This design comes from an exercise in tuning for small area, a short achievable clock period and few clock cycles on the open sky130 flow, not from production work. In this exercise RTL edits were held to simulation tests only and were not proved equivalent to the original.

==> flow/design.v, too long to show whole: its modules and the start of the top module <==
// module fp64_add: 190 lines
// module fp64_mul: 141 lines
// module fp64_booth: 17 lines
// module fp64_mul_tree: 4210 lines
// module fp64_fa: 3 lines
// module fft_tw_rom: 203 lines
// module fft_r2c: 361 lines
module fft_r2c (
    input  wire        clk,
    input  wire        rst,
    input  wire        start,
    input  wire [2:0]  lg,
    input  wire [9:0]  x_base,
    input  wire [9:0]  y_base,
    output reg         done,
    output reg         mem_req,
    output reg         mem_we,
    output reg  [9:0]  mem_addr,
    output reg  [63:0] mem_wdata,
    input  wire        mem_gnt,
    input  wire [63:0] mem_rdata
);
  // ...
==> flow/flow/run.sh <==
#!/bin/bash
set -euo pipefail
export SETUP_SLACK_MARGIN=23
bash standard.sh finish > flow_make.log 2>&1
==> flow/standard.sh <==
#!/bin/bash
# synth_recipe.tcl (not shown) runs the flow's synth.tcl, then flattens the netlist and writes it again
# the make line also repeats each setting of config.mk as NAME=value (left out here)
make -C /OpenROAD-flow-scripts/flow DESIGN_CONFIG=/design/flow/config.mk WORK_HOME=/design/flow/orfs CLKGATE_MAP_FILE= SYNTH_SCRIPT=/design/flow/synth_recipe.tcl "${@:-finish}"
==> flow/config.mk <==
export PLATFORM = sky130hd
export DESIGN_NAME = fft_r2c
export DESIGN_NICKNAME = fft_r2c
export VERILOG_FILES = /design/flow/design.v
export SDC_FILE = /design/flow/constraint.sdc
export NUM_CORES = 8
export LEC_CHECK = 0
export CAP_MARGIN = 20
export CORE_MARGIN = 2
export CORE_UTILIZATION = 25
export PLACE_DENSITY = 0.4
export SLEW_MARGIN = 20
export SYNTH_MEMORY_MAX_BITS = 32768
==> flow/constraint.sdc <==
create_clock -name core_clock -period 30.0 [get_ports {clk}]
set_input_delay 6.0000 -clock core_clock [delete_from_list [all_inputs] [get_ports {clk}]]
set_output_delay 6.0000 -clock core_clock [all_outputs]
set_load 0.01 [all_outputs]
==> impl_metrics.tcl, run 1 <==
set metrics [dict create \
    status "finished clean" \
    synth.distinct_cells 118 \
    worst_pin_slew_ps 1300 \
    multi_input_area_share_pct 59.45 \
    first_pass_iters 6 \
    drive_gt1_share_pct 11.41 \
    netlist_top_cells_area "edfxtp_1 26%, fa_1 13%, xor2_1 5.3%" \
    dpl_worst_slack_ps 21390 \
    grt_max_degree 155 \
    nets 13909 \
    crit_family "flip-flops" \
    fp.dieArea_mm2 0.4923 \
    drc 0 \
    grt-busiest-layer "met2" \
    worstPathMaxFanout 7 \
    hold_depth 0 \
    post-cts-setup-buffers 17 \
    fill_cells 51475 \
    fin_util_pct 28.15 \
    synth.ff_latch_count 1178 \
    dpl_cell_area_mm2 0.1301 \
    holdPathEnd "u_mul.s_s" \
    drt-total-wl_mm 609.7 \
    clk_share_pct 3.951 \
    multi_input_cells 9977 \
    synth_mux_area_share_pct 8.326 \
]
Testbench counts, summed over its fixed seeds: cycles 256,800.
==> run 2, diff against run 1 <==
--- a/flow/config.mk
+++ b/flow/config.mk
@@ -8,6 +8,6 @@
 export CAP_MARGIN = 20
 export CORE_MARGIN = 2
-export CORE_UTILIZATION = 25
-export PLACE_DENSITY = 0.4
+export CORE_UTILIZATION = 40
+export PLACE_DENSITY = 0.55
 export SLEW_MARGIN = 20
 export SYNTH_MEMORY_MAX_BITS = 32768
==> impl_metrics.tcl, run 2 <==
set metrics [dict create \
    clockBufferDepth 4 \
    critPathKind "reg -> out" \
    cp.depth 1 \
    worstPathMaxFanout 1 \
    netlist_top_cells_area "edfxtp_1 26%, fa_1 13%, xor2_1 5.3%" \
    cts_tree "yes" \
    synthCells 12994 \
    rows 202 \
    crit_family "flip-flops" \
    crit_chain "buf_2" \
    yosysMostFrequentCell "nand2_1" \
    clock-sinks 1178 \
    hold_depth 0 \
    ys_seq_area_share_pct 28.03 \
    critPathRequiredTime_ps 24000 \
    fin_crit_sh_pct 25.25 \
    synth_common_cells "1096 x nand2_1, 1051 x edfxtp_1, 931 x nor2_1" \
    cts_buffers 153 \
    finalWorstSetupSlack_ps 22420 \
    antenna_found_initial 59 \
    rrSetupSlack_ps 23190 \
    synth-edff-count 1051 \
    worst_pin_slew_ps 1266 \
    yosysTopAreaCellShare_pct 25.94 \
    start_util_pct 40.19 \
    first_global_vias 108785 \
    dr_total_vias 111804 \
    maxSlewHeadroom_pct 15.18 \
    portBuffers 167 \
    h-tree-depth 4 \
    drive_gt1_share_pct 11.23 \
    nets 13889 \
    topRoutingLayerUsed "met5" \
    crit_arrival_ps 1580 \
    wire_per_inst_um 36.44 \
    synthToLayoutAreaGrowth_pct 9.373 \
    hold_viol_final 0 \
    cts_root_buf "clkbuf_16" \
    rsz0062_at_grt "yes" \
    start_kind "flop" \
    reg2reg_depth 17 \
    critical-path-max-stage-delay_ps 490 \
    syn_avg_cell_area_um2 9.364 \
    dpl_worst_slack_ps 21640 \
    die_h_um 555.5 \
    fp.dieW_um 555.5 \
    fin_cells 16744 \
    mappedNetlistArea_mm2 0.1217 \
    endpoint_kind "primary output" \
    grt_pass1_wl_mm 852.5 \
    drc 0 \
    crit_slowest_cell "edfxtp_1" \
    status "finished clean" \
    cap_violations 0 \
    setup_viol 0 \
    via_per_inst 6.677 \
    drt-total-wl_mm 610.1 \
    post-dp-hpwl_mm 440.2 \
    drv_slew 0 \
    wl_met3_mm 68.70 \
    grt_overflow 0 \
    synth_flop_cell "edfxtp_1" \
    synth.ff_latch_count 1178 \
    yosysTopAreaCell "edfxtp_1" \
    core-area_mm2 0.3028 \
    setup_tns_ps 0 \
    io_pins 168 \
    grt_max_degree 149 \
    fmax_mhz 132.0 \
    met1_length_mm 243.9 \
    async_reset_ff_share_pct 0 \
    fin_util_pct 43.95 \
    syn_nets 14266 \
    grt.total_usage_pct 38.45 \
    fin_skew_ps 126.1 \
    place.gp.congestion 1.014 \
    synth.distinct_cells 118 \
    hold_class "reg -> reg" \
    final_common_cell "nand2_1" \
    first_pass_iters 7 \
    ant_nets 0 \
    clk_latency_ps 910 \
    ys.warnings.count 5 \
    most-common-layout-cells "1085 x nand2_1, 1051 x edfxtp_1, 922 x nor2_1" \
    dp_cells 16391 \
    clk_pin_slew_worst_paths_ps 60 \
    drtIter0Drc 15343 \
    critPathBufInv 1 \
    fp.dieArea_mm2 0.3086 \
    dr_wl_met2_mm 254.9 \
    min_period_ps 7576 \
]
[run 2: repair_timing]
action                                  CTS  global route
cloned                                    5             1
resized for setup                       387           123
pin swaps                                11            11
endpoints found under the setup margin  416           355
hold buffers                              0             0
buffers inserted                         21            20
[run 2: final cells by class]
type                       count  area (um2)
tap                         3978        4977
clock buffer                 192        4125
inverter                     762        2865
clock inverter                84       942.2
antenna                       28       70.07
multi-input combinational   9979       81240
fill                       29259      169700
sequential                  1178       34230
timing repair buffer         543        4628
[run 2: kinds of logic after synthesis]
logic type	synth area share, %
xor+xnor	8.609
flops	28.03
mux	8.326
buf+inv	5.921
fa+ha+maj	16.97
compound gates	19.18
simple gates	12.96
[run 2: routing by layer]
layer | vias to the layer above | GRT usage (%)
met1 | 56332 | 51.08
met2 | 7329 | 55.85
met3 | 1690 | 10.91
li1 | 46417 | -
met4 | 36 | 21.67
met5 | - | 0.4845
[run 2: per-stage QoR]
step / hold slack (ps) / cell area (um2)
2_1_floorplan: 348.9 / 121800
3_3_place_gp: 358.4 / 127000
3_5_place_dp: 360.7 / 127000
4_1_cts: 328.8 / 132300
5_1_grt: 332.2 / 133000
6_report: 327.2 / 133100
[run 2: final timing paths]
check | start | end
worst max-delay path | mem_wdata[56] | mem_wdata[56]
worst min-delay path | c_aw | u_add.r1_v
worst max register to register | u_mul.r_ms[43] | u_mul.y[22]
worst min register to register | c_aw | u_add.r1_v

[static timing again, ports no longer ideal]
How much do the figures lean on ideal ports? The routed layouts below were timed once more, with nothing changed but the port constraints.
Step 1 sets driving cells, clkbuf_16 on the clock port and buf_2 on the other inputs (assumed; they add their load-dependent delay and slew).
Step 2 moves the port delays by t, midway between the first and last clock arrival at a register: inputs arrive t later, outputs are due t later. That takes back most of the time a late clock gives input paths.
Slacks: ideal / step 1 / step 2; pairs: ideal / step 1.
run | t, ns | slack for setup (ns) | hold WS [ns] | clock arrival spread, ns | worst data-port slew with drivers (ns)
run 1 | 1.001 | 22.098 / 21.979 / 22.149 | 0.385 / 0.385 / 0.385 | 0.160 / 0.160 | 0.12
run 2 | 0.946 | 22.424 / 22.321 / 22.198 | 0.327 / 0.327 / 0.327 | 0.133 / 0.133 | 0.13
After both steps every run listed still meets setup and hold. For run 2, which loses most, drivers alone change the setup slack by -0.103 ns; drivers and shift together by -0.226 ns.
